Context: an optimization exercise on an open-source flow, tuned for small area. The choices shown serve that exercise and are no tape-out recipe.
In this exercise RTL edits were held to simulation tests only and were not proved equivalent to the original.

## flow/design.v (module list and top-level ports; edited modules follow where they fit)
// module dcs_syn_table: 2058 lines
// module dcs_code_rom: 25 lines
// module dcs_decoder: 197 lines
module dcs_decoder (
    input  wire        clk,
    input  wire        rst_n,
    input  wire [15:0] cfg_alpha,
    input  wire [25:0] cfg_spb,
    input  wire        in_valid,
    output wire        in_ready,
    input  wire [15:0] in_sample,
    output reg         out_valid,
    output reg         out_bnd,
    output reg         out_bit,
    output reg         out_found,
    output reg  [8:0]  out_code,
    output reg         out_inv,
    output reg         out_event
);
  // ...
==> flow/run.sh <==
#!/bin/bash
# synth_recipe.tcl (not shown) runs the flow's synth.tcl, then flattens the netlist and writes it again
# the make line also repeats each setting of config.mk as NAME=value (left out here)
make -C /OpenROAD-flow-scripts/flow DESIGN_CONFIG=/design/flow/config.mk WORK_HOME=/design/flow/orfs CLKGATE_MAP_FILE= SYNTH_SCRIPT=/design/flow/synth_recipe.tcl finish
==> flow/config.mk <==
export PLATFORM = sky130hd
export DESIGN_NAME = dcs_decoder
export DESIGN_NICKNAME = dcs_decoder
export VERILOG_FILES = /design/flow/design.v
export SDC_FILE = /design/flow/constraint.sdc
export NUM_CORES = 4
export LEC_CHECK = 0
export CAP_MARGIN = 20
export CORE_MARGIN = 2
export CORE_UTILIZATION = 30
export PLACE_DENSITY = 0.45
export SLEW_MARGIN = 20
export SYNTH_MEMORY_MAX_BITS = 65536
==> flow/constraint.sdc <==
create_clock -name core_clock -period 15.0 [get_ports {clk}]
set_input_delay 3.0000 -clock core_clock [delete_from_list [all_inputs] [get_ports {clk}]]
set_output_delay 3.0000 -clock core_clock [all_outputs]
set_load 0.01 [all_outputs]
==> implementation parameters, run 1 <==
Parameter                              Value

Outcome
  Status    finished clean

Final layout
  Final net count    7661
  N_diodes    18
  Synth-to-layout area growth    9.879%
  Largest register by flop count    bit_acc
  Top Registers    bit_acc (36), bit_phase (27)
  Count of buffers not belonging to the clock network in the layout    between 400 and 500
  Count of clock-net buffers in the final layout    17
  Top cell class by occupied area    multi-input gates
  Number of multi-input combinational cells    approximately 5400
  Most common library cell in the layout ignoring fill and taps    sky130_fd_sc_hd__nand2_1

Clocking
  Number of buffers on the longest clock path    2
  Number of clock sinks    200
  Clock slew at reported path FFs    around 0.090 ns

Floorplanning
  Core region area    between 150000 and 200000 sq um
  Die Wd    ~420 microns

Synthesis
  Number of synthesized register bits    200
  Area share of xor/xnor cells in the synthesized design    5.914%
  Area leader, netlist    sky130_fd_sc_hd__fa_1
  Cell with the most instances after synthesis    sky130_fd_sc_hd__nand2_1
  Fraction of the mapped netlist area in compound gates    25.88%
  Portion of synthesized cell area occupied by the leading cell type    19.17%

Global route
  Met2 track demand over resource in global routing    around 53%
  Gr usage total    approximately a third
  Largest net degree at the start of global routing    between 100 and 150
  Via count of the first global-routing pass    53610
  Wire length of the first global-routing pass    between 400000 and 500000 microns

Worst setup path
  Worst path most repeated cell    sky130_fd_sc_hd__ha_1
  CP max stage delay    0.55 ns
  Critical path peak fanout    24
  Timing startpoint of the critical path    cfg_spb[1]

Place
  Gp weighted congestion    1.078
  DP Wirelength    approximately 240000 microns

STA
  Unrepaired setup endpoints after global routing    false
  Final setup violation count    0

Routing
  Number of detailed-route iterations in the first pass    6

Min path
  Startpoint of the lowest-slack hold path    last_valid
==> module dcs_decoder, before the edit <==
module dcs_decoder (
    input  wire        clk,
    input  wire        rst_n,
    input  wire [15:0] cfg_alpha,
    input  wire [25:0] cfg_spb,
    input  wire        in_valid,
    output wire        in_ready,
    input  wire [15:0] in_sample,
    output reg         out_valid,
    output reg         out_bnd,
    output reg         out_bit,
    output reg         out_found,
    output reg  [8:0]  out_code,
    output reg         out_inv,
    output reg         out_event
);
    localparam [2:0] S_IDLE = 3'd0,
                     S_FILT = 3'd1,
                     S_CLK  = 3'd2,
                     S_CAND = 3'd3,
                     S_CONF = 3'd4;
    localparam [26:0] ONE = 27'h10000;    
    reg  [2:0]  state;
    reg  [15:0] x_reg;
    reg  signed [23:0] lpf_y;
    reg  signed [23:0] prev_y;        
    reg         [26:0] bit_phase;
    reg  signed [35:0] bit_acc;
    reg         [22:0] window_a;
    reg         [22:0] window_b;
    reg                cur_bit;
    reg         [1:0]  cand_idx;
    reg                dec_found;
    reg         [8:0]  dec_code;
    reg                dec_inv;
    reg                last_valid;
    reg         [8:0]  last_code;
    reg                last_inv;
    reg         [7:0]  counter;
    assign in_ready = (state == S_IDLE);
    wire signed [24:0] lpf_diff = {x_reg[15], x_reg, 8'h00} - {lpf_y[23], lpf_y};
    wire signed [41:0] lpf_prod = lpf_diff * $signed({1'b0, cfg_alpha});
    wire signed [24:0] lpf_sum  = {lpf_y[23], lpf_y} + lpf_prod[40:16];
    wire signed [23:0] lpf_next = lpf_sum[23:0];
    wire zc = (prev_y[23] && !lpf_y[23] && (lpf_y != 24'sd0)) ||
              (!prev_y[23] && (prev_y != 24'sd0) && lpf_y[23]);
    wire [26:0] spb     = {1'b0, cfg_spb};
    wire [26:0] half    = {2'b00, cfg_spb[25:1]};
    wire [38:0] nudge_p = cfg_spb * 13'd3277;             
    wire [26:0] nudge   = {4'b0000, nudge_p[38:16]};
    reg  [26:0] phase_nudged;
    always @(*) begin
        if (!zc)
            phase_nudged = bit_phase;
        else if (bit_phase < half)
            phase_nudged = bit_phase + nudge;
        else
            phase_nudged = bit_phase - nudge;
    end
    wire [26:0]        phase_inc = phase_nudged + ONE;
    wire signed [35:0] acc_next  = bit_acc + {{12{lpf_y[23]}}, lpf_y};
    wire               boundary  = (phase_inc >= spb);
    wire               sliced    = (acc_next > 36'sd0);
    reg  [22:0] cand;
    always @(*) begin
        case (cand_idx)
            2'd0:    cand = window_a;
            2'd1:    cand = ~window_a;
            2'd2:    cand = window_b;
            default: cand = ~window_b;
        endcase
    end
    wire cand_inv = cand_idx[0];
    reg  [22:0] rem;
    integer i;
    always @(*) begin
        rem = cand;
        for (i = 22; i >= 11; i = i - 1)
            if (rem[i])
                rem = rem ^ ({11'd0, 12'hC75} << (i - 11));
    end
    wire [10:0] syndrome = rem[10:0];
    wire [22:0] err_pattern;
    dcs_syn_table u_syn_table (
        .syndrome (syndrome),
        .pattern  (err_pattern)
    );
    wire [22:0] corrected = cand ^ err_pattern;
    wire [11:0] data      = corrected[22:11];
    wire [8:0]  code      = data[8:0];
    wire        known;
    dcs_code_rom u_code_rom (
        .code  (code),
        .known (known)
    );
    wire cand_valid = (data[11:9] == 3'b000) && known;
    wire       match       = dec_found && last_valid &&
                             (dec_code == last_code) && (dec_inv == last_inv);
    wire [7:0] counter_inc = (counter == 8'hFF) ? counter : counter + 8'd1;
    always @(posedge clk) begin
        if (!rst_n) begin
            state      <= S_IDLE;
            x_reg      <= 16'd0;
            lpf_y      <= 24'sd0;
            prev_y     <= 24'sd0;
            bit_phase  <= 27'd0;
            bit_acc    <= 36'sd0;
            window_a   <= 23'd0;
            window_b   <= 23'd0;
            cur_bit    <= 1'b0;
            cand_idx   <= 2'd0;
            dec_found  <= 1'b0;
            dec_code   <= 9'd0;
            dec_inv    <= 1'b0;
            last_valid <= 1'b0;
            last_code  <= 9'd0;
            last_inv   <= 1'b0;
            counter    <= 8'd0;
            out_valid  <= 1'b0;
            out_bnd    <= 1'b0;
            out_bit    <= 1'b0;
            out_found  <= 1'b0;
            out_code   <= 9'd0;
            out_inv    <= 1'b0;
            out_event  <= 1'b0;
        end else begin
            out_valid <= 1'b0;
            case (state)
                S_IDLE: begin
                    if (in_valid) begin
                        x_reg <= in_sample;
                        state <= S_FILT;
                    end
                end
                S_FILT: begin
                    prev_y <= lpf_y;
                    lpf_y  <= lpf_next;
                    state <= S_CLK;
                end
                S_CLK: begin
                    if (boundary) begin
                        bit_phase <= phase_inc - spb;
                        bit_acc   <= 36'sd0;
                        cur_bit   <= sliced;
                        window_a  <= {sliced, window_a[22:1]};
                        window_b  <= {window_b[21:0], sliced};
                        cand_idx  <= 2'd0;
                        state     <= S_CAND;
                    end else begin
                        bit_phase <= phase_inc;
                        bit_acc   <= acc_next;
                        out_valid <= 1'b1;
                        out_bnd   <= 1'b0;
                        out_bit   <= 1'b0;
                        out_found <= 1'b0;
                        out_event <= 1'b0;
                        state     <= S_IDLE;
                    end
                end
                S_CAND: begin
                    if (cand_valid) begin
                        dec_found <= 1'b1;
                        dec_code  <= code;
                        dec_inv   <= cand_inv;
                        state     <= S_CONF;
                    end else if (cand_idx == 2'd3) begin
                        dec_found <= 1'b0;
                        state     <= S_CONF;
                    end
                    cand_idx <= cand_idx + 2'd1;
                end
                S_CONF: begin
                    if (!dec_found) begin
                        if (counter != 8'd0)
                            counter <= counter - 8'd1;
                    end else if (!match) begin
                        last_valid <= 1'b1;
                        last_code  <= dec_code;
                        last_inv   <= dec_inv;
                        counter    <= 8'd1;
                    end else begin
                        counter <= counter_inc;
                    end
                    out_valid <= 1'b1;
                    out_bnd   <= 1'b1;
                    out_bit   <= cur_bit;
                    out_found <= dec_found;
                    out_code  <= dec_code;
                    out_inv   <= dec_inv;
                    out_event <= match && (counter_inc >= 8'd2);
                    state     <= S_IDLE;
                end
                default: state <= S_IDLE;
            endcase
        end
    end
endmodule
==> inputs of run 2 (changes only) <==
==> flow/design.v (replaced) <==
module dcs_det_p11 (
    input  wire [10:0] s,
    output reg         d
);
    always @(*) begin
        case (s)
            11'h01b, 11'h035, 11'h03e, 11'h04f, 11'h055, 11'h065, 11'h06a, 11'h071,
            11'h074, 11'h075, 11'h077, 11'h07d, 11'h08d, 11'h096, 11'h0a7, 11'h0aa,
            11'h0b9, 11'h0ca, 11'h0d3, 11'h0dc, 11'h0e2, 11'h0e8, 11'h0ea, 11'h0eb,
            11'h0ee, 11'h0f5, 11'h0fa, 11'h107, 11'h11e, 11'h129, 11'h12e, 11'h136,
            11'h13a, 11'h13c, 11'h13e, 11'h13f, 11'h14c, 11'h152, 11'h159, 11'h163,
            11'h175, 11'h17e, 11'h18b, 11'h195, 11'h198, 11'h1a4, 11'h1be, 11'h1c1,
            11'h1c6, 11'h1df, 11'h1ea, 11'h1f0, 11'h20f, 11'h216, 11'h223, 11'h22c,
            11'h239, 11'h247, 11'h24b, 11'h24d, 11'h24e, 11'h24f, 11'h258, 11'h25f,
            11'h26f, 11'h272, 11'h275, 11'h286, 11'h292, 11'h294, 11'h296, 11'h297,
            11'h299, 11'h29e, 11'h2a9, 11'h2b1, 11'h2b6, 11'h2b8, 11'h2b9, 11'h2bb,
            11'h2bd, 11'h2c1, 11'h2cf, 11'h2d6, 11'h2e4, 11'h2ea, 11'h2f9, 11'h30a,
            11'h313, 11'h325, 11'h330, 11'h33e, 11'h341, 11'h34f, 11'h354, 11'h368,
            11'h37b, 11'h381, 11'h38c, 11'h396, 11'h3a2, 11'h3af, 11'h3b9, 11'h3c0,
            11'h3c1, 11'h3c3, 11'h3c5, 11'h3c9, 11'h3d1, 11'h3e1, 11'h3f7, 11'h3fc,
            11'h40e, 11'h415, 11'h425, 11'h42b, 11'h431, 11'h434, 11'h435, 11'h437,
            11'h43d, 11'h445, 11'h451, 11'h454, 11'h455, 11'h457, 11'h45a, 11'h45d,
            11'h461, 11'h464, 11'h465, 11'h467, 11'h46d, 11'h470, 11'h471, 11'h473,
            11'h474, 11'h475, 11'h476, 11'h477, 11'h479, 11'h47c, 11'h47d, 11'h47f,
            11'h483, 11'h498, 11'h4ac, 11'h4b2, 11'h4b5, 11'h4c6, 11'h4c9, 11'h4d5,
            11'h4e5, 11'h4ea, 11'h4f1, 11'h4f4, 11'h4f5, 11'h4f7, 11'h4fd, 11'h50d,
            11'h513, 11'h518, 11'h522, 11'h535, 11'h53e, 11'h546, 11'h555, 11'h565,
            11'h568, 11'h571, 11'h574, 11'h575, 11'h577, 11'h57d, 11'h586, 11'h588,
            11'h590, 11'h598, 11'h599, 11'h59a, 11'h59c, 11'h5a1, 11'h5af, 11'h5b8,
            11'h5c2, 11'h5c4, 11'h5c6, 11'h5c7, 11'h5ce, 11'h5d6, 11'h5d8, 11'h5e6,
            11'h5f5, 11'h5fb, 11'h609, 11'h613, 11'h61c, 11'h626, 11'h635, 11'h642,
            11'h64f, 11'h655, 11'h665, 11'h668, 11'h671, 11'h674, 11'h675, 11'h677,
            11'h67d, 11'h685, 11'h68a, 11'h696, 11'h6a0, 11'h6af, 11'h6b9, 11'h6d0,
            11'h6db, 11'h6f5, 11'h6fe, 11'h703, 11'h704, 11'h711, 11'h712, 11'h713,
            11'h717, 11'h71b, 11'h728, 11'h72f, 11'h733, 11'h748, 11'h753, 11'h75e,
            11'h760, 11'h768, 11'h769, 11'h76a, 11'h76c, 11'h775, 11'h778, 11'h78f,
            11'h793, 11'h798, 11'h7a7, 11'h7ab, 11'h7ad, 11'h7ae, 11'h7af, 11'h7bf,
            11'h7c1, 11'h7c6, 11'h7dd, 11'h7e8, 11'h7ef, 11'h7f2:
                d = 1'b1;
            default: d = 1'b0;
        endcase
    end
endmodule
module dcs_det_p22 (
    input  wire [10:0] s,
    output reg         d
);
    always @(*) begin
        case (s)
            11'h017, 11'h03a, 11'h03d, 11'h04f, 11'h059, 11'h063, 11'h06c, 11'h076,
            11'h08e, 11'h099, 11'h0a5, 11'h0ab, 11'h0b6, 11'h0c9, 11'h0d1, 11'h0d6,
            11'h0d8, 11'h0d9, 11'h0db, 11'h0dd, 11'h0e6, 11'h0f2, 11'h0f4, 11'h0f6,
            11'h0f7, 11'h0f9, 11'h0fe, 11'h10e, 11'h11b, 11'h127, 11'h129, 11'h134,
            11'h145, 11'h152, 11'h15c, 11'h16a, 11'h171, 11'h17f, 11'h186, 11'h18a,
            11'h18c, 11'h18e, 11'h18f, 11'h195, 11'h19e, 11'h1ae, 11'h1b8, 11'h1c3,
            11'h1ce, 11'h1d9, 11'h1e0, 11'h1f6, 11'h20f, 11'h21a, 11'h225, 11'h22a,
            11'h232, 11'h238, 11'h23a, 11'h23b, 11'h23e, 11'h247, 11'h24b, 11'h24d,
            11'h24e, 11'h24f, 11'h254, 11'h25f, 11'h26f, 11'h271, 11'h27a, 11'h285,
            11'h293, 11'h29c, 11'h2a1, 11'h2a4, 11'h2a5, 11'h2a7, 11'h2ad, 11'h2b5,
            11'h2ba, 11'h2c2, 11'h2cf, 11'h2d9, 11'h2e5, 11'h2e8, 11'h2f6, 11'h303,
            11'h316, 11'h32c, 11'h331, 11'h33a, 11'h348, 11'h34f, 11'h351, 11'h361,
            11'h370, 11'h371, 11'h373, 11'h375, 11'h379, 11'h389, 11'h38e, 11'h390,
            11'h3a2, 11'h3a5, 11'h3bf, 11'h3c4, 11'h3d7, 11'h3eb, 11'h3f1, 11'h3fc,
            11'h40d, 11'h41a, 11'h427, 11'h42a, 11'h432, 11'h438, 11'h43a, 11'h43b,
            11'h43e, 11'h446, 11'h453, 11'h45c, 11'h469, 11'h47a, 11'h483, 11'h494,
            11'h4ac, 11'h4b1, 11'h4ba, 11'h4c5, 11'h4ca, 11'h4d9, 11'h4e0, 11'h4ef,
            11'h4f6, 11'h507, 11'h511, 11'h51c, 11'h523, 11'h525, 11'h526, 11'h527,
            11'h52f, 11'h537, 11'h53a, 11'h54c, 11'h554, 11'h558, 11'h55c, 11'h55d,
            11'h55e, 11'h560, 11'h567, 11'h57c, 11'h589, 11'h58e, 11'h592, 11'h5a0,
            11'h5a7, 11'h5bd, 11'h5c0, 11'h5d7, 11'h5dc, 11'h5e0, 11'h5e1, 11'h5e2,
            11'h5e4, 11'h5e8, 11'h5f0, 11'h5fb, 11'h60a, 11'h612, 11'h615, 11'h618,
            11'h61a, 11'h61b, 11'h61e, 11'h622, 11'h628, 11'h62a, 11'h62b, 11'h62e,
            11'h630, 11'h632, 11'h633, 11'h636, 11'h638, 11'h639, 11'h63a, 11'h63b,
            11'h63c, 11'h63e, 11'h63f, 11'h641, 11'h64f, 11'h65a, 11'h664, 11'h66a,
            11'h672, 11'h678, 11'h67a, 11'h67b, 11'h67e, 11'h686, 11'h689, 11'h69a,
            11'h6a5, 11'h6aa, 11'h6b2, 11'h6b8, 11'h6ba, 11'h6bb, 11'h6be, 11'h6d0,
            11'h6d7, 11'h6fa, 11'h6fd, 11'h704, 11'h709, 11'h71a, 11'h727, 11'h72a,
            11'h732, 11'h738, 11'h73a, 11'h73b, 11'h73e, 11'h742, 11'h757, 11'h75c,
            11'h76d, 11'h771, 11'h77a, 11'h781, 11'h788, 11'h789, 11'h78b, 11'h78d,
            11'h797, 11'h799, 11'h7a9, 11'h7ba, 11'h7c7, 11'h7c9, 11'h7d3, 11'h7d5,
            11'h7d6, 11'h7d7, 11'h7df, 11'h7e0, 11'h7ee, 11'h7f7:
                d = 1'b1;
            default: d = 1'b0;
        endcase
    end
endmodule
module dcs_code_rom (
    input  wire [8:0] code,
    output reg        known
);
    always @(*) begin
        case (code)
            9'd19, 9'd21, 9'd22, 9'd23, 9'd25, 9'd26, 9'd30, 9'd35,
            9'd39, 9'd41, 9'd43, 9'd44, 9'd53, 9'd57, 9'd58, 9'd59,
            9'd60, 9'd76, 9'd77, 9'd78, 9'd82, 9'd85, 9'd89, 9'd90,
            9'd92, 9'd99, 9'd101, 9'd106, 9'd109, 9'd110, 9'd114, 9'd117,
            9'd122, 9'd124, 9'd133, 9'd138, 9'd147, 9'd149, 9'd150, 9'd163,
            9'd164, 9'd165, 9'd166, 9'd169, 9'd170, 9'd173, 9'd177, 9'd179,
            9'd181, 9'd182, 9'd185, 9'd188, 9'd198, 9'd201, 9'd205, 9'd213,
            9'd217, 9'd218, 9'd227, 9'd230, 9'd233, 9'd238, 9'd244, 9'd245,
            9'd249, 9'd265, 9'd266, 9'd267, 9'd275, 9'd281, 9'd282, 9'd293,
            9'd294, 9'd298, 9'd300, 9'd301, 9'd306, 9'd308, 9'd309, 9'd310,
            9'd323, 9'd326, 9'd334, 9'd339, 9'd342, 9'd346, 9'd358, 9'd373,
            9'd390, 9'd394, 9'd404, 9'd407, 9'd409, 9'd410, 9'd428, 9'd434,
            9'd436, 9'd451, 9'd458, 9'd467, 9'd473, 9'd474, 9'd476, 9'd483,
            9'd492:
                known = 1'b1;
            default: known = 1'b0;
        endcase
    end
endmodule
module dcs_decoder (
    input  wire        clk,
    input  wire        rst_n,
    input  wire [15:0] cfg_alpha,
    input  wire [25:0] cfg_spb,
    input  wire        in_valid,
    output wire        in_ready,
    input  wire [15:0] in_sample,
    output reg         out_valid,
    output wire        out_bnd,
    output wire        out_bit,
    output reg         out_found,
    output wire [8:0]  out_code,
    output wire        out_inv,
    output reg         out_event
);
    localparam [11:0] NUDGE_K = 12'd3277;
    reg  [4:0]         cnt;
    reg  [15:0]        x_reg;
    reg  signed [26:0] pacc;         
    reg  [21:0]        nudge;
    reg  signed [23:0] y;
    reg                prev_pos, prev_neg;
    reg  [25:0]        phase;
    reg  signed [35:0] acc;
    reg  [22:0]        win;           
    reg                bnd;
    reg  [10:0]        sa, sb;
    reg  [11:0]        ea, eb;
    reg  [8:0]         last_code;     
    reg                last_inv;
    reg  [7:0]         counter;
    assign in_ready = (cnt == 5'd0);
    assign out_bnd  = bnd;
    assign out_bit  = win[22];
    assign out_code = last_code;
    assign out_inv  = last_inv;
    wire signed [24:0] d = {x_reg[15], x_reg, 8'h00} - {y[23], y};
    wire [3:0]  aidx = cnt[3:0] - 4'd1;
    wire        abit = cfg_alpha[aidx];
    wire [4:0]  kidx = cnt - 5'd18;
    wire        kbit = (cnt >= 5'd18) && (cnt <= 5'd29) && NUDGE_K[kidx[3:0]];
    reg  signed [27:0] opnd;
    always @(*) begin
        if (cnt == 5'd17)
            opnd = {{4{y[23]}}, y};
        else if (cnt <= 5'd16)
            opnd = abit ? {{3{d[24]}}, d} : 28'sd0;
        else
            opnd = kbit ? {2'b00, cfg_spb} : 28'sd0;
    end
    wire signed [27:0] sum = {pacc[26], pacc} + opnd;
    wire        y_pos = !y[23] && (y != 24'sd0);
    wire        zc    = (prev_neg && y_pos) || (prev_pos && y[23]);
    wire        lt_half = phase < cfg_spb[25:1];
    reg  [26:0] pn;
    always @(*) begin
        if (!zc)
            pn = {1'b0, phase};
        else if (lt_half)
            pn = {1'b0, phase} + {5'd0, nudge};
        else
            pn = {1'b0, phase} - {5'd0, nudge};
    end
    wire [26:0] pi       = pn + 27'h10000;
    wire [27:0] pd       = {1'b0, pi} - {2'b00, cfg_spb};
    wire        bnd_n    = !pd[27];
    wire signed [35:0] acc_n = acc + {{12{y[23]}}, y};
    wire        bit_n    = !acc_n[35] && (acc_n != 36'sd0);
    function [10:0] mulx;         
        input [10:0] m;
        reg   [11:0] t;
        begin
            t = {m, 1'b0} ^ (m[10] ? 12'hC75 : 12'h000);
            mulx = t[10:0];
        end
    endfunction
    function [10:0] divx;         
        input [10:0] m;
        reg   [11:0] t;
        begin
            t = {1'b0, m} ^ (m[0] ? 12'hC75 : 12'h000);
            divx = t[11:1];
        end
    endfunction
    wire       cin  = win[0] ^ bit_n;      
    wire       rot  = bnd && (((cnt >= 5'd19) && (cnt <= 5'd31)) ||
                              ((cnt >= 5'd1) && (cnt <= 5'd10)));
    wire       da, db;
    dcs_det_p11 u_det_a (.s(sa), .d(da));    
    dcs_det_p22 u_det_b (.s(sb), .d(db));    
    wire [11:0] wa = win[22:11];
    wire [11:0] wb;                          
    wire [11:0] ea_r;
    genvar gi;
    generate
        for (gi = 0; gi < 12; gi = gi + 1) begin : g_rev
            assign wb[gi]   = win[11 - gi];
            assign ea_r[gi] = ea[11 - gi];
        end
    endgenerate
    wire [11:0] dA = wa ^ ea_r;
    wire [11:0] dB = wb ^ eb;
    wire [8:0]  cA = dA[8:0] ^ {9{dA[11]}};
    wire [8:0]  cB = dB[8:0] ^ {9{dB[11]}};
    wire        kA, kB;
    dcs_code_rom u_rom_a (.code(cA), .known(kA));
    dcs_code_rom u_rom_b (.code(cB), .known(kB));
    wire        vA = (dA[11] == dA[10]) && (dA[10] == dA[9]) && kA;
    wire        vB = (dB[11] == dB[10]) && (dB[10] == dB[9]) && kB;
    wire        found = vA || vB;
    wire [8:0]  code  = vA ? cA : cB;
    wire        inv   = vA ? dA[11] : dB[11];
    wire        match = (code == last_code) && (inv == last_inv);
    always @(posedge clk) begin
        pacc <= (cnt == 5'd0 || cnt == 5'd17) ? 27'sd0 : sum[27:1];
        ea   <= {ea[10:0], da};
        eb   <= {eb[10:0], db};
        if (cnt == 5'd0)
            x_reg <= in_sample;
        if (cnt == 5'd17) begin
            prev_pos <= !y[23] && (y != 24'sd0);
            prev_neg <= y[23];
        end
        if (cnt == 5'd30)
            nudge <= pacc[25:4];
        out_found <= found;
        out_event <= bnd && found && match && (counter != 8'd0);
        if (!rst_n) begin
            cnt       <= 5'd0;
            out_valid <= 1'b0;
            y         <= 24'sd0;
            phase     <= 26'd0;
            acc       <= 36'sd0;
            win       <= 23'd0;
            bnd       <= 1'b0;
            sa        <= 11'd0;
            sb        <= 11'd0;
            last_code <= 9'd0;
            last_inv  <= 1'b0;
            counter   <= 8'd0;
        end else begin
            out_valid <= (cnt == 5'd31);
            if (cnt == 5'd0)
                cnt <= in_valid ? 5'd1 : 5'd0;
            else
                cnt <= cnt + 5'd1;
            if (cnt == 5'd17)
                y <= sum[23:0];
            if (cnt == 5'd18) begin
                bnd <= bnd_n;
                if (bnd_n) begin
                    phase <= pd[25:0];
                    acc   <= 36'sd0;
                    win   <= {bit_n, win[22:1]};
                    sa    <= divx(sa ^ {10'd0, cin});
                    sb    <= mulx(sb) ^ {10'd0, cin};
                end else begin
                    phase <= pi[25:0];
                    acc   <= acc_n;
                end
            end else if (rot) begin
                sa <= divx(sa);
                sb <= mulx(sb);
            end
            if (cnt == 5'd31 && bnd) begin
                if (!found) begin
                    if (counter != 8'd0)
                        counter <= counter - 8'd1;
                end else if (!match) begin
                    last_code <= code;
                    last_inv  <= inv;
                    counter   <= 8'd1;
                end else if (counter != 8'hFF) begin
                    counter <= counter + 8'd1;
                end
            end
        end
    end
endmodule
==> run 2 against run 1 <==
  * Synthesized area down 53%
  * Die area down 53%
  * Sequential cell count is 49 higher
  * Wire length decreased by 73%
  * Still clean
  * Clock-buffer cell count is 27 higher
  * Highest routed layer is now met4
  * Non-clock buffer count is 294 lower
  * Critical path type unchanged
==> implementation parameters, run 2 <==
Parameter                              Value

Routing
  Number of detailed-route iterations in the first pass    5 (was 6)
  Routed Wire Length    83280 microns (was 309900 microns)
  Via count of the routed design    24160 (was 55050)
  Mean number of vias per cell    5.662 (was 6.147)
  Residual DRC count    0 (unchanged)
  Remaining number of nets flagged by the antenna check after routing    0 (unchanged)
  Average wire length per cell after detail routing    19.52 microns (was 34.60 microns)
  Iter 0 DRT Violations    2073 (was 6399)

STA
  Actual transition at the worst max-transition pin    1.036 ns (was 1.341 ns)
  Headroom to the max-slew limit    30.41% (was 9.997%)
  Fmax    0.07589 GHz (was 0.07068 GHz)
  Unrepaired setup endpoints after global routing    false (unchanged)
  Post-Route Setup TNS    0 ns (unchanged)
  Pins Over Slew Limit    0 (unchanged)
  Share of the cycle needed by the critical path after routing    87.84% (was 94.32%)
  Hold violation total from the final report    0 (unchanged)
  Clock skew    0.03167 ns (was 0.03608 ns)
  Tmin final    13.18 ns (was 14.15 ns)
  Final setup violation count    0 (unchanged)

Clocking
  Clock slew at reported path FFs    0.05 ns (was 0.09 ns)
  Post-CTS Setup Bufs    0 (unchanged)
  Root buffer cell    sky130_fd_sc_hd__clkbuf_16 (unchanged)
  TritonCTS clock tree    yes (unchanged)
  Number of clock sinks    249 (was 200)
  Number of buffers on the longest clock path    3 (was 2)
  Count of hold buffers inserted by post-cts repair    0 (unchanged)
  Number of resized instances in the post-cts repair step    0 (unchanged)
  Total CTS buffers    34 (was 17)
  Clock latency of the later-clocked register in the worst-skew pair    0.55 ns (was 0.53 ns)
  Count of H-tree levels built during CTS    2 (was 4)

Place
  DP Wirelength    61310 microns (was 237400 microns)
  Number of input and output port buffers inserted    76 (unchanged)
  Gp weighted congestion    0.9249 (was 1.078)
  Dpl cells    4205 (was 8902)

Final layout
  Most common library cell in the layout ignoring fill and taps    sky130_fd_sc_hd__nor2_1 (was sky130_fd_sc_hd__nand2_1)
  Top Registers    acc (36), pacc (27), phase (26) (was bit_acc (36), bit_phase (27))
  Synth-to-layout area growth    11.88% (was 9.879%)
  Commonest cells after routing, fill and taps aside    347 x sky130_fd_sc_hd__nor2_1, 345 x sky130_fd_sc_hd__a21oi_1, 336 x sky130_fd_sc_hd__nand2_1 (was 781 x sky130_fd_sc_hd__nand2_1, 682 x sky130_fd_sc_hd__inv_1, 541 x sky130_fd_sc_hd__a21oi_1)
  Fraction of final layout cells sized beyond drive strength 1    5.410% (was 8.632%)
  Final-layout fill cell count    8354 (was 18220)
  N_diodes    0 (was 18)
  Final Instance Count excl. Fillers    4266 (was 8955)
  Area used by multi-input combinational logic    17210 sq um (was 42390 sq um)
  End-of-flow core utilization    33.75% (was 33.09%)
  Footprint of the flip-flops and latches    5385 sq um (was 4004 sq um)
  Largest register by flop count    acc (was bit_acc)
  Final net count    3443 (was 7661)
  Max FFs per register    36 (unchanged)

Floorplanning
  Initial cell density of the core    30.17% (was 30.11%)
  Total number of placement rows    103 (was 151)
  Core region area    78740 sq um (was 168900 sq um)
  Top-level port count    77 (unchanged)
  Die Wd    285.4 microns (was 415.8 microns)
  Die Y-Extent    285.4 microns (was 415.8 microns)
  Area of the die    81440 sq um (was 172900 sq um)

Worst setup path
  CP max stage delay    0.85 ns (was 0.55 ns)
  Type of destination of the critical path    flop (unchanged)
  R2r startpoint    phase[11] (was lpf_y[2])
  Logic depth of the worst register-to-register path    35 (was 50)
  Critical path arrival    13.61 ns (was 14.51 ns)
  Cell with the biggest individual delay on the critical path    sky130_fd_sc_hd__or4_1 (was sky130_fd_sc_hd__clkdlybuf4s50_1)
  Category of the most critical setup path    in -> reg (unchanged)
  Critical path peak fanout    85 (was 24)
  Critical path required time    15.43 ns (was 15.36 ns)
  Capture instance of the worst register-to-register path    win[15] (was lpf_y[23])
  Setup crit start kind    input port (unchanged)
  Register-to-register setup slack    4.47 ns (was 2.40 ns)

Synthesis
  Leading register cell type out of synthesis    sky130_fd_sc_hd__dfxtp_1 (unchanged)
  Area of the mapped netlist    23750 sq um (was 50860 sq um)
  Largest cells by area after synthesis    sky130_fd_sc_hd__dfxtp_1 18%, sky130_fd_sc_hd__ha_1 9.7%, sky130_fd_sc_hd__a21oi_1 7.3%, sky130_fd_sc_hd__xnor2_1 5.5%, sky130_fd_sc_hd__nor2_1 5.5% (was sky130_fd_sc_hd__fa_1 19%, sky130_fd_sc_hd__ha_1 10%, sky130_fd_sc_hd__dfxtp_1 7.9%, sky130_fd_sc_hd__nand2_1 5.8%, sky130_fd_sc_hd__a21oi_1 5.4%)
  Fraction of the mapped netlist area in compound gates    27.92% (was 25.88%)
  Cell with the most instances after synthesis    sky130_fd_sc_hd__nor2_1 (was sky130_fd_sc_hd__nand2_1)
  Number of distinct library cells after synthesis    105 (was 123)
  Area share of xor/xnor cells in the synthesized design    8.138% (was 5.914%)
  Main combinational cell family by area after synthesis    compound AO/OA/AOI/OAI gates (was adder cells)
  Mean Syn Cell Area    7.379 sq um (was 7.556 sq um)
  Portion of synthesized cell area occupied by the leading cell type    17.61% (was 19.17%)
  Async set-reset flop share out of synthesis    0% (unchanged)
  Synthesized instance count    3219 (was 6731)
  Adder and majority cell fraction of the synthesized area    10.12% (was 29.30%)
  Ranking of synthesized cells by instance count    347 x sky130_fd_sc_hd__nor2_1, 345 x sky130_fd_sc_hd__a21oi_1, 336 x sky130_fd_sc_hd__nand2_1 (was 785 x sky130_fd_sc_hd__nand2_1, 683 x sky130_fd_sc_hd__inv_1, 552 x sky130_fd_sc_hd__a21oi_1)
  Number of synthesized register bits    249 (was 200)
  Syn_nets    3469 (was 7686)
  Synthesis warning total    4 (was 3)
  Multiplexer share of the synthesized area    2.539% (was 1.776%)
  Simple-gate portion of the synthesized area    23.46% (was 19.54%)
  Area leader, netlist    sky130_fd_sc_hd__dfxtp_1 (was sky130_fd_sc_hd__fa_1)
  EDFF count, synth    40 (was 0)
  Sequential element share of the synthesized area    22.67% (was 7.872%)

Run
  Max capacitance violation total    0 (unchanged)

Min path
  Cell depth of the worst hold path    0 (was 2)
  Startpoint of the lowest-slack hold path    ea[2] (was last_valid)
  Worst hold path endpoint    ea[3] (was last_valid)
  Worst min path class    reg -> reg (unchanged)

Outcome
  Status    finished clean (unchanged)

Global route
  Largest net degree at the start of global routing    86 (was 105)
  Number of antenna violations at the first check in global routing    0 (was 34)
  Grt total ovfl    0 (unchanged)
  Via count of the first global-routing pass    23070 (was 53610)
  Wire length of the first global-routing pass    131100 microns (was 433100 microns)
  Gr usage total    19.79% (was 35.15%)
==> run 2: changes by cell type in the layout (fill, tap and decap cells not counted), moves of 56 or more <==
cell	change
sky130_fd_sc_hd__nand2_1	-445
sky130_fd_sc_hd__and2_1	-173
sky130_fd_sc_hd__nand3_1	-175
sky130_fd_sc_hd__o21ai_0	-233
sky130_fd_sc_hd__ha_1	-222
sky130_fd_sc_hd__inv_1	-563
sky130_fd_sc_hd__a21oi_1	-196
sky130_fd_sc_hd__fa_1	-483
sky130_fd_sc_hd__buf_4	-283
sky130_fd_sc_hd__o211ai_1	-56
==> run 2: final cells by class <==
cell class                      instances  area share [%]
Multi-Input combinational cell       2661           64.77
Sequential cell                       249           20.26
Inverter                              124           1.761
Clock inverter                         15          0.5838
Clock buffer                           44           3.456
Tap cell                             1050           4.944
Timing Repair Buffer                  123           4.219
==> run 2: how the worst max path moves through the flow <==
| stage | startpoint | endpoint | slack (ns) | depth (start not counted) |
|---|---|---|---|---|
| global route | cfg_spb[12] | win[10] | 1.17 | 37 |
| global placement | cfg_spb[12] | win[14] | 1.49 | 37 |
| detailed placement | cfg_spb[12] | win[15] | 1.39 | 37 |
| CTS | cfg_spb[12] | win[15] | 1.93 | 37 |
| finish | cfg_spb[12] | win[15] | 1.82 | 37 |
| floorplan | cfg_spb[12] | acc[10] | 4.21 | 39 |
==> run 2: kinds of logic after synthesis <==
logic type,Yosys count
multiplexers,53
AND/OR/NAND/NOR,1188
AO/OA/AOI/OAI,1020
XOR/XNOR,210
adder cells (fa/ha/maj),190
flip-flops,249
buffers and inverters,309
==> run 2: layer usage <==
| layer | track usage, % | up-vias | part of all wire [%] |
|---|---|---|---|
| met5 | 0 | - | 0 |
| met2 | 32.68 | 799 | 46 |
| li1 | - | 11780 | - |
| met1 | 27.05 | 11420 | 46 |
| met3 | 2.368 | 156 | 5.4 |
| met4 | 5.550 | 0 | 2.5 |
==> run 2: per-stage QoR <==
step / cell area [sq um] / setup slack (ns) / hold slack [ns]
floorplan: 23750 / 4.206 / 0.3499
global route: 26570 / 1.167 / 0.3706
CTS: 26560 / 1.935 / 0.3655
global placement: 25480 / 1.491 / 0.3541
detailed placement: 25480 / 1.392 / 0.3578
finish: 26570 / 1.823 / 0.3634
==> run 2: worst max-delay path: cells and delay by family <==
| family | cells | cell delay (ns) |
|---|---|---|
| xor+xnor | 1 | 0.08 |
| buf+inv | 4 | 0.98 |
| mux | 2 | 0.66 |
| compound gates | 22 | 5.55 |
| fa+ha+maj | 3 | 0.88 |
| simple gates | 5 | 2.25 |

[re-timing with driven ports]
The results above use ideal ports. As a check the final layouts listed here were re-extracted and re-timed, cells and wires unchanged. Step 1 sets driving cells, clkbuf_16 on the clock port and buf_2 on the other inputs (assumed; they add their load-dependent delay and slew). Step 2 also shifts input and output timing later by t, the mid clock arrival at the registers, as if the neighbouring blocks saw the same clock. a / b / c = no drivers / after step 1 / after step 2; a / b = the first two.
run	shift t [ns]	slack for setup (ns)	hold WS [ns]
run 1	0.593	0.851 / 0.911 / 0.318	0.459 / 0.459 / 0.459
run 2	0.589	1.823 / 1.852 / 1.263	0.363 / 0.363 / 0.363
After both steps setup and hold are still met in every run listed. The setup slack of run 2, which loses most, moves by +0.029 ns with the drivers and by -0.560 ns with both steps.
